This is an optimization exercise on Yosys and OpenROAD, whose aim is small area, a short achievable clock period and few clock cycles per item, not a production implementation.
For this run, only the layout was checked, not whether the RTL still works.
Power figures rest on the tool's default switching activity, not on a simulated workload.

==> flow/constraint.sdc <==
create_clock -name core_clock -period 6.0 [get_ports {clk}]
set_input_delay 1.2000 -clock core_clock [delete_from_list [all_inputs] [get_ports {clk}]]
set_output_delay 1.2000 -clock core_clock [all_outputs]
set_load 0.01 [all_outputs]
==> flow/flow/run.sh <==
#!/bin/bash
# Standard layout, with the port buffers that buffer_ports inserts made
# sky130_fd_sc_hd__buf_1 (the resizer may still size them up) instead of the
# delay cell it picks by default. Every port still gets its own buffer.
set -euo pipefail
echo 'export BUFFER_PORTS_ARGS = -buffer_cell sky130_fd_sc_hd__buf_1' >> config.mk
bash standard.sh > standard_flow.log 2>&1
==> flow/standard.sh <==
#!/bin/bash
# synth_recipe.tcl (not shown) runs the flow's synth.tcl, then flattens the netlist and writes it again
# the make line also repeats each setting of config.mk as NAME=value (left out here)
make -C /OpenROAD-flow-scripts/flow DESIGN_CONFIG=/design/flow/config.mk WORK_HOME=/design/flow/orfs CLKGATE_MAP_FILE= SYNTH_SCRIPT=/design/flow/synth_recipe.tcl "${@:-finish}"
==> flow/design.v <==
module bcmseq #(
    parameter [15:0] BASE_LOOP_TICKS = 16'd8,
    parameter [15:0] CALL_OVERHEAD   = 16'd2,
    parameter [15:0] FIRST_INTERVAL  = 16'd100
) (
    input  wire        clk,
    input  wire        rst,
    input  wire        cmd_valid,
    input  wire [51:0] cmd,
    output reg         cmd_ready,
    output reg         rsp_valid,
    output wire [7:0]  rsp,
    input  wire [1:0]  rot,
    output reg         hm_en,
    output reg         hm_we,
    output reg  [10:0] hm_addr,
    output wire [7:0]  hm_wdata,
    input  wire [7:0]  hm_rdata,
    output reg         sm_en,
    output reg  [10:0] sm_addr,
    input  wire [7:0]  sm_rdata,
    output reg         tmr_load,
    output wire [15:0] tmr_period,
    output reg         tmr_stop,
    input  wire        tmr_expire,
    output reg         p_blank,
    output reg         p_lat,
    output reg         p_clk,
    output reg  [3:0]  p_addr,
    output reg  [5:0]  p_data
);
    localparam [3:0] OP_BEGIN    = 4'h1,
                     OP_STOP     = 4'h2,
                     OP_SETPIXEL = 4'h3,
                     OP_SWAPREQ  = 4'h4,
                     OP_RDSTAT   = 4'h5,
                     OP_COPYFWD  = 4'h6,
                     OP_BUFRD    = 4'h7,
                     OP_BUFWR    = 4'h8;
    localparam [15:0] BC2  = BASE_LOOP_TICKS + {CALL_OVERHEAD[14:0], 1'b0};
    localparam [15:0] DUR0 = BC2 - CALL_OVERHEAD;
    localparam [15:0] DUR1 = {BC2[14:0], 1'b0} - CALL_OVERHEAD;
    localparam [15:0] DUR2 = {BC2[13:0], 2'b0} - CALL_OVERHEAD;
    localparam [15:0] DUR3 = {BC2[12:0], 3'b0} - CALL_OVERHEAD;
    function [4:0] band_hi(input [2:0] r, input [1:0] b);
        begin
            case ({r, b})
                5'b000_00: band_hi = 5'd0;   5'b000_01: band_hi = 5'd1;   5'b000_10: band_hi = 5'd2;
                5'b001_00: band_hi = 5'd3;   5'b001_01: band_hi = 5'd4;   5'b001_10: band_hi = 5'd5;
                5'b010_00: band_hi = 5'd6;   5'b010_01: band_hi = 5'd7;   5'b010_10: band_hi = 5'd8;
                5'b011_00: band_hi = 5'd9;   5'b011_01: band_hi = 5'd10;  5'b011_10: band_hi = 5'd11;
                5'b100_00: band_hi = 5'd12;  5'b100_01: band_hi = 5'd13;  5'b100_10: band_hi = 5'd14;
                5'b101_00: band_hi = 5'd15;  5'b101_01: band_hi = 5'd16;  5'b101_10: band_hi = 5'd17;
                5'b110_00: band_hi = 5'd18;  5'b110_01: band_hi = 5'd19;  5'b110_10: band_hi = 5'd20;
                5'b111_00: band_hi = 5'd21;  5'b111_01: band_hi = 5'd22;  5'b111_10: band_hi = 5'd23;
                default:   band_hi = 5'd0;
            endcase
        end
    endfunction
    reg        active;
    reg        pending;      
    reg        swapreq;
    reg        back;         
    reg [1:0]  plane;        
    reg [2:0]  row;
    reg        h_idle;
    reg        st_pa, st_fill, st_rd, st_cp, st_wr, st_stop;
    reg        bot;          
    reg        is_px, is_cp;
    reg [1:0]  k;            
    reg [2:0]  p1, p2, p3;   
    reg        r0, g0, b0;   
    reg [7:0]  d;            
    reg        run;          
    reg        go;           
    reg        sh;           
    reg        fz;           
    reg        m3;           
    reg [1:0]  ph;
    reg [1:0]  t0;           
    reg        ok;           
    reg [1:0]  t32;          
    reg [6:1]  tp;           
    wire        accept = cmd_valid & cmd_ready;
    wire [3:0]  op     = cmd[51:48];
    wire [15:0] cx     = cmd[47:32];
    wire [15:0] cy     = cmd[31:16];
    wire [15:0] cc     = cmd[15:0];
    wire op_begin = (op == OP_BEGIN);
    wire op_stop  = (op == OP_STOP);
    wire op_px    = (op == OP_SETPIXEL);
    wire op_swap  = (op == OP_SWAPREQ);
    wire op_stat  = (op == OP_RDSTAT);
    wire op_copy  = (op == OP_COPYFWD);
    wire op_bufrd = (op == OP_BUFRD);
    wire op_bufwr = (op == OP_BUFWR);
    wire in_range = rot[0] ? (~|cx[15:4] & ~|cy[15:5])
                           : (~|cx[15:5] & ~|cy[15:4]);
    reg [4:0] rx;
    reg [3:0] ry;
    always @(*) begin
        case (rot)
            2'd0:    begin rx = cx[4:0];  ry = cy[3:0];  end
            2'd1:    begin rx = ~cy[4:0]; ry = cx[3:0];  end
            2'd2:    begin rx = ~cx[4:0]; ry = ~cy[3:0]; end
            default: begin rx = cy[4:0];  ry = ~cx[3:0]; end
        endcase
    end
    wire [9:0] off      = hm_addr[9:0];
    wire       off_last = (off == 10'd767);
    wire       cy5 = is_px | (&off[4:0]);
    wire [9:0] cy_off = {cy5 & (&off[8:5]), cy5 & (&off[7:5]), cy5 & (&off[6:5]), cy5 & off[5], cy5,
                         ~is_px & (&off[3:0]), ~is_px & (&off[2:0]), ~is_px & (&off[1:0]),
                         ~is_px & off[0], ~is_px};
    wire [9:0] off_inc = off ^ cy_off;
    reg [7:0] mg;
    always @(*) begin
        mg = hm_rdata;
        if (is_px) begin
            case (k)
                2'd0: if (!bot) mg[4:2] = p1;
                      else begin mg[7:5] = p1; mg[1:0] = {b0, g0}; end
                2'd1: if (!bot) begin mg[4:2] = p2; mg[0] = b0; end
                      else begin mg[7:5] = p2; mg[1] = r0; end
                default: if (!bot) begin mg[4:2] = p3; mg[1:0] = {g0, r0}; end
                      else mg[7:5] = p3;
            endcase
        end
    end
    assign hm_wdata = d;
    assign rsp      = d;
    wire go_fill   = st_fill;
    wire go_rd     = st_rd;
    wire go_wr     = st_wr;
    wire wr_done   = is_cp ? off_last : (~is_px | k[1]);
    wire fill_done = go_fill & off_last & (hm_addr[10] ^ back);
    wire [4:0] c        = sm_addr[4:0];
    wire       c31      = &c;
    wire       c0       = ~|c;
    wire [1:0] lastph   = (m3 | ((plane == 2'd0) & c0)) ? 2'd2 : 2'd1;
    wire       at_last  = (ph == lastph);
    wire       pre      = m3 ? (ph == 2'd1) : (ph == 2'd0);   
    wire       dec      = run & c31 & pre;                  
    wire       dpos     = run & c31 & at_last;              
    wire       wrap     = run & c0 & at_last;               
    wire       stop_acc = accept & op_stop;
    wire       take     = pending & active & (dec | (~run & ~cmd_ready));
    reg        n_pa, n_fill, n_rd, n_cp, n_wr, n_stop, n_busy;
    always @(*) begin
        n_pa   = 1'b0;
        n_fill = st_fill & ~fill_done;
        n_stop = st_stop & run;
        n_rd   = (go_wr & ~wr_done) | st_pa;
        n_cp   = go_rd;
        n_wr   = st_cp & (is_px | is_cp);
        n_busy = n_fill | n_rd | n_cp | n_wr | n_stop;
        if (accept) begin
            n_pa   = op_px;
            n_fill = op_begin;
            n_stop = op_stop;
            n_rd   = op_copy | op_bufrd;
            n_wr   = op_bufwr;
        end
    end
    wire n_idle = ~accept & ~n_busy;
    wire prefz  = run & (m3 ? (c31 & (ph == 2'd0)) : ((c == 5'd30) & (ph == 2'd1)));
    wire n_fz   = prefz | (~run & pending & active) |
                  (fz & ~p_lat & ~((dec | ~run) & ~take));
    wire n_run  = take | (run & ~(wrap & ~go));
    reg [10:0] n_ha;
    always @(*) begin
        n_ha = hm_addr;
        if (h_idle) begin
            n_ha = {back ^ op_copy, op_px ? {2'b0, ry[2:0], rx} : cx[9:0]};
        end else if (st_pa) begin
            n_ha[9:5] = band_hi(hm_addr[7:5], 2'd0);
        end else begin
            if ((go_fill & off_last) | ((go_rd | go_wr) & is_cp))
                n_ha[10] = ~hm_addr[10];
            if (go_fill)
                n_ha[9:0] = off_last ? 10'd0 : off_inc;
            else if (go_wr)
                n_ha[9:0] = off_inc;
        end
    end
    wire       adv   = dpos & go;
    wire       wrap3 = (plane == 2'd3);
    wire       fswap = wrap3 & (&row) & swapreq;
    wire       swap  = adv & fswap;
    wire [1:0] plane_a = {plane[1] ^ plane[0], ~plane[0]};
    wire [2:0] row_a   = wrap3 ? row ^ {&row[1:0], row[0], 1'b1} : row;
    reg [1:0]  n_plane;
    reg [2:0]  n_row;
    reg        n_back;
    always @(*) begin
        n_plane = adv ? plane_a : plane;
        n_row   = adv ? row_a : row;
        n_back  = back ^ swap;
        if (fill_done) begin
            n_plane = 2'd3;
            n_row   = 3'd7;
            n_back  = 1'b0;
        end
    end
    function [1:0] band_of(input [1:0] pl, input [1:0] nx_ph);
        case (pl)
            2'd0:    band_of = nx_ph;
            2'd1:    band_of = 2'd0;
            2'd2:    band_of = 2'd1;
            default: band_of = 2'd2;
        endcase
    endfunction
    wire [4:0] c_inc   = c ^ {&c[3:0], &c[2:0], &c[1:0], c[0], 1'b1};
    reg  [4:0] n_c;
    reg  [1:0] n_ph;
    always @(*) begin
        if (!run) begin
            n_c  = 5'd31;
            n_ph = 2'd1;
        end else if (at_last) begin
            n_c  = c_inc;
            n_ph = 2'd0;
        end else begin
            n_c  = c;
            n_ph = {ph[0], ~ph[0]};
        end
    end
    wire [5:0] sa_keep = {~back, band_hi(row, band_of(plane, n_ph))};
    wire [5:0] sa_adv  = {~(back ^ fswap), band_hi(row_a, band_of(plane_a, 2'd0))};
    reg [6:2] n_tp;
    always @(*) begin
        if (!active) n_tp = FIRST_INTERVAL[6:2];
        else case (plane)                   
            2'd1:    n_tp = DUR0[6:2];
            2'd2:    n_tp = DUR1[6:2];
            2'd3:    n_tp = DUR2[6:2];
            default: n_tp = DUR3[6:2];
        endcase
    end
    assign tmr_period = {9'd0, tp, 1'b0};
    always @(posedge clk) begin
        hm_addr <= n_ha;
        if (h_idle) begin
            d       <= {cc[7:1], cc[0] | (swapreq & op[2])};
            p1      <= {cc[2], cc[8],  cc[13]};
            p2      <= {cc[3], cc[9],  cc[14]};
            p3      <= {cc[4], cc[10], cc[15]};
            r0      <= cc[12];
            g0      <= cc[7];
            b0      <= cc[1];
            bot     <= ry[3];
            k       <= 2'd0;
            ok      <= ~op_px | in_range;
            is_px   <= op_px;
            is_cp   <= op_copy;
        end else begin
            if (st_cp)
                d <= mg;
            if (go_wr)
                k <= {k[0], ~k[1] & ~k[0]};
        end
        if (rst) begin
            h_idle    <= 1'b1;
            st_pa     <= 1'b0;
            st_fill   <= 1'b0;
            st_rd     <= 1'b0;
            st_cp     <= 1'b0;
            st_wr     <= 1'b0;
            st_stop   <= 1'b0;
            hm_en     <= 1'b0;
            hm_we     <= 1'b0;
            cmd_ready <= 1'b1;
            rsp_valid <= 1'b0;
            tmr_stop  <= 1'b0;
        end else begin
            h_idle    <= n_idle;
            st_pa     <= n_pa;
            st_fill   <= n_fill;
            st_rd     <= n_rd;
            st_cp     <= n_cp;
            st_wr     <= n_wr;
            st_stop   <= n_stop;
            hm_en     <= n_fill | n_rd | n_wr;
            hm_we     <= n_fill | (n_wr & (h_idle | ok));
            cmd_ready <= n_idle & ~n_fz;
            rsp_valid <= (accept & op_stat) | (st_cp & ~is_px & ~is_cp);
            tmr_stop  <= st_stop & ~run;
        end
        t32 <= sm_rdata[1:0];
        t0  <= t32;
        if (!pre)
            p_data <= (m3 & (ph == 2'd0)) ? {t0, t32, sm_rdata[1:0]} : sm_rdata[7:2];
        ph      <= n_ph;
        plane   <= n_plane;
        row     <= n_row;
        back    <= n_back;
        sm_addr <= {adv ? sa_adv : sa_keep, n_c};
        tp      <= {n_tp, active};
        if (!run) begin
            m3 <= 1'b0;
            sh <= 1'b0;
        end else if (wrap) begin
            m3 <= (plane == 2'd0);
            sh <= 1'b1;
        end
        if (take)
            go <= 1'b1;
        else if (dec)
            go <= 1'b0;
        pending <= (pending | tmr_expire) & ~take & ~(accept & op_begin);
        if (swap | fill_done)
            swapreq <= 1'b0;
        else if (accept & op_swap)
            swapreq <= 1'b1;
        if (rst) begin
            run      <= 1'b0;
            sm_en    <= 1'b0;
            fz       <= 1'b0;
            active   <= 1'b0;
            p_blank  <= 1'b1;
            p_lat    <= 1'b0;
            p_clk    <= 1'b0;
            p_addr   <= 4'd0;
            tmr_load <= 1'b0;
        end else begin
            run   <= n_run;
            sm_en <= 1'b1;           
            fz    <= n_fz;
            if (fill_done)
                active <= 1'b1;
            else if (stop_acc)
                active <= 1'b0;
            if (dec | take)
                p_blank <= 1'b1;
            else if (p_lat)
                p_blank <= 1'b0;
            p_lat    <= wrap & go;
            tmr_load <= (wrap & go) | (accept & op_begin);
            p_clk    <= run & sh & pre;
            if (fill_done)
                p_addr <= 4'd0;
            else if (dpos & sh)
                p_addr <= {1'b0, row};
        end
    end
endmodule
==> flow/config.mk <==
export PLATFORM = sky130hd
export DESIGN_NAME = bcmseq
export DESIGN_NICKNAME = bcmseq
export VERILOG_FILES = /design/flow/design.v
export SDC_FILE = /design/flow/constraint.sdc
export NUM_CORES = 4
export LEC_CHECK = 0
export CAP_MARGIN = 20
export CORE_MARGIN = 2
export CORE_UTILIZATION = 40
export CTS_BUF_LIST = sky130_fd_sc_hd__clkbuf_8
export CTS_CLUSTER_SIZE = 20
export SETUP_SLACK_MARGIN = 3.8
export SLEW_MARGIN = 20
export BUFFER_PORTS_ARGS = -buffer_cell sky130_fd_sc_hd__buf_1
==> run summary <==
Startpoint Class=flop; cell total after placement=812; most frequent cells in the layout=125 x buf_1, 55 x nand2_1, 50 x dfxtp_1; fin worst setup slack=3.72 ns; count of cell types in the netlist=64; Residual DRC=0; Starting Density=0.415; core area=12700 um^2; number of diodes=0; die width=119 um; Placement Setup Slack=3.05 ns; synthesized area=5280 um^2; vias in the first global route=4029; CTS tree=built; Critical-path top delay cell=or4b_4; CP Capture Type=flop; nets=772; Max-Cap Viols=0; Ports=148; Total GRT Usage=0.173; commonest non-fill, non-tap cell in the layout=buf_1; Placer Congestion=0.844; CTS max path bufs=2; Hold Path Class=reg -> reg; final hold vios=0; status=no timing/DRC/antenna violations; most used routing layer=met2; Global Route met1 Usage=0.218; area post-placement=5820 um^2; Tcrit/Tclk final=0.379; worst r2r src=sm_addr[1]; # fillers=1251; R2R setup slack=3.72 ns; area share of the largest cell type after synthesis=0.233; hold_sp=t32[1]; synthesized area per cell=9.82 um^2; post-route cell area=6380 um^2; cells after synthesis=537; Routed WL=12500 um; Area growth syn-to-layout=20.9%; Slew Limit Fails=0; Leakage=2.44 nW; Setup TNS=0 ns; Tightest Pin Transition=0.974 ns; Slew HR=0.351; cells along the critical path=inv_2 -> ha_4 -> or4b_4 -> a211oi_4 -> inv_2 -> ha_4 -> nand2_4 -> nor2_4 -> o31ai_2 -> o22ai_2; Post-synth ARST share=0; post-synth top area cell=edfxtp_1; Setup-failing EPs final=0; first-pass GRT wire length=19700 um; clock-pin slew on the worst setup and hold paths=0.10 ns; via count=4321; Fmax=439 MHz; Hold Buf Count CTS=0; post-route ant nets=0; Port Buffer Count=135; router iterations before antenna repair=5; die area=14100 um^2; Peak VDD IR=0.173 mV; Post-synth EDFFs=41; Hold EP=t0[1]; Cell Pwr Density=246 nW/um^2; clock root cell=clkbuf_8; Die Y=119 um; data arrival time of the worst path=2.54 ns; clock latency (worst-skew pair)=0.37 ns; GR Overflow Total=0; initial antenna violation count=0; 1st-iter DRT viols=265; Reg-to-Reg End=sm_addr[7]; hold depth=0; TritonCTS buffer count=9; flops & latches, synth=100; Via density=5.05; RSZ-0062 raised after global routing=true; share of cells above drive strength 1=0.168; Final Instance Count excl. Fillers=856; synth warn=1; worst r2r path cells=10; register area share after synthesis=0.457; global-route met2 utilization=0.295; Std-Cell Rows=41; Final Skew=0.00810 ns; top post-synthesis cells by area=edfxtp_1 23%, dfxtp_1 22%, mux2i_1 5.9%; post-DP HPWL=9160 um; WS Path Type=reg -> reg; wire per inst=14.6 um; H-tree Lvls=3; crit path max fanout=4; CTS sink cnt=100; CP max stage delay=0.49 ns; pin count of the biggest net entering global routing=38; met3 usage=0.0469; Worst Path Required=6.26 ns; Synth Flop Type=dfxtp_1; Final min period=2.28 ns
-- timing repair --
item,CTS,global route
setup buffers,16,12
gates resized for setup,21,29
pin swaps,6,13
setup endpoints to repair,37,25
cloned,0,0
-- layout make-up --
cell class	count	area, um^2	area share
multi-input cells	381	2700	0.423
flip-flops and latches	100	2430	0.381
well taps	172	215	0.0337
clock inverters	7	50.0	0.00785
repair buffers	164	768	0.120
clock buffers	9	124	0.0194
inverters	23	93.8	0.0147
-- layer usage --
layer	routed length, um	vias to the layer above
met5	0	-
met4	104	0
met3	634	7
li1	-	2177
met1	5460	2026
met2	6280	111
-- stage by stage --
stage / hold WS (ns) / total power, mW / util
floorplan: 0.326 / 1.03 / -
global placement: 0.330 / 1.09 / 0.458
detailed placement: 0.333 / 1.10 / 0.458
CTS: 0.350 / 1.54 / 0.487
global route: 0.351 / 1.65 / 0.501
finish: 0.346 / 1.57 / 0.501
-- how the worst max path moves through the flow --
| stage | start | slack, ns | cells after the start | end |
|---|---|---|---|---|
| floorplan | sm_addr[0] | 3.72 | 10 | sm_addr[7] |
| global placement | rot[0] | 3.13 | 6 | hm_addr[7] |
| detailed placement | cmd[48] | 3.05 | 6 | hm_addr[4] |
| CTS | sm_addr[1] | 3.66 | 10 | sm_addr[7] |
| global route | sm_addr[1] | 3.65 | 10 | sm_addr[7] |
| finish | sm_addr[1] | 3.72 | 10 | sm_addr[7] |
-- synthesized netlist by cell type (5+ instances only) --
library cell / instances
xor2_1: 11
o22ai_1: 6
or2_2: 5
nor2b_1: 7
nor3_1: 11
nor3b_1: 6
o21ai_0: 44
a22oi_1: 8
a31oi_1: 7
nand2_1: 57
ha_1: 19
nand2b_1: 9
o211ai_1: 5
mux2i_1: 31
inv_1: 22
mux2_2: 8
dfxtp_1: 59
edfxtp_1: 41
nor2_1: 31
o2bb2ai_1: 6
xnor2_1: 12
nor4_1: 6
a21oi_1: 21
clkbuf_1: 17
buf_4: 19
nand3_1: 12
-- power by group --
part	total [mW]	switching [mW]	internal, mW
Combinational	0.378	0.201	0.177
Sequential	0.794	0.0327	0.761
Clock	0.395	0.242	0.153
-- flip-flops by register name, summed over array words and instances, names as in the netlist, 2 cells and up --
| name | flops |
|---|---|
| plane | 2 |
| t0 | 2 |
| sm_addr | 11 |
| t32 | 2 |
| d | 8 |
| p_data | 6 |
| p_addr | 3 |
| tp | 6 |
| row | 3 |
| p1 | 3 |
| hm_addr | 11 |
| ph | 2 |
| p2 | 3 |
| p3 | 3 |
| k | 2 |
-- critical path: cells and delay by family, from the launching register on --
| kind | cells | cell delay [ns] |
|---|---|---|
| buffers and inverters | 2 | 0.18 |
| AO/OA/AOI/OAI | 3 | 0.69 |
| AND/OR/NAND/NOR | 3 | 0.59 |
| flip-flops | 1 | 0.34 |
| adder cells (fa/ha/maj) | 2 | 0.37 |
-- logic make-up (layout without fill, tap and decap cells) --
logic type	count (synthesis)	in the layout	share of synthesized area
buffers and inverters	66	203	0.0671
other	1	11	0.000711
and+or+nand+nor	163	163	0.157
xor gates and xnor gates	23	23	0.0382
muxes	40	40	0.0787
adders and majority gates	19	19	0.0451
AOI/OAI and AO/OA	125	125	0.156
DFF	100	100	0.457

afterwards: timing with drivers on the ports:
Ports are ideal in the flow. The routed layout listed here was re-timed in OpenROAD.
Step 1 sets driving cells, clkbuf_16 on the clock port and buf_2 on the other inputs (assumed; they add their load-dependent delay and slew).
Step 2 also shifts input and output timing later by t, the mid clock arrival at the registers, as if the neighbouring blocks saw the same clock.
a / b / c = no drivers / after step 1 / after step 2; a / b = the first two.
t (ns): 0.402
setup slack, ns: 3.725 / 3.725 / 3.459
clock arrival spread, ns: 0.008 / 0.009
worst slew at a driven data input, ns: 0.05
After both steps this run still meets setup and hold. For this run, drivers alone change the setup slack by 0.000 ns; drivers and shift together by -0.266 ns.
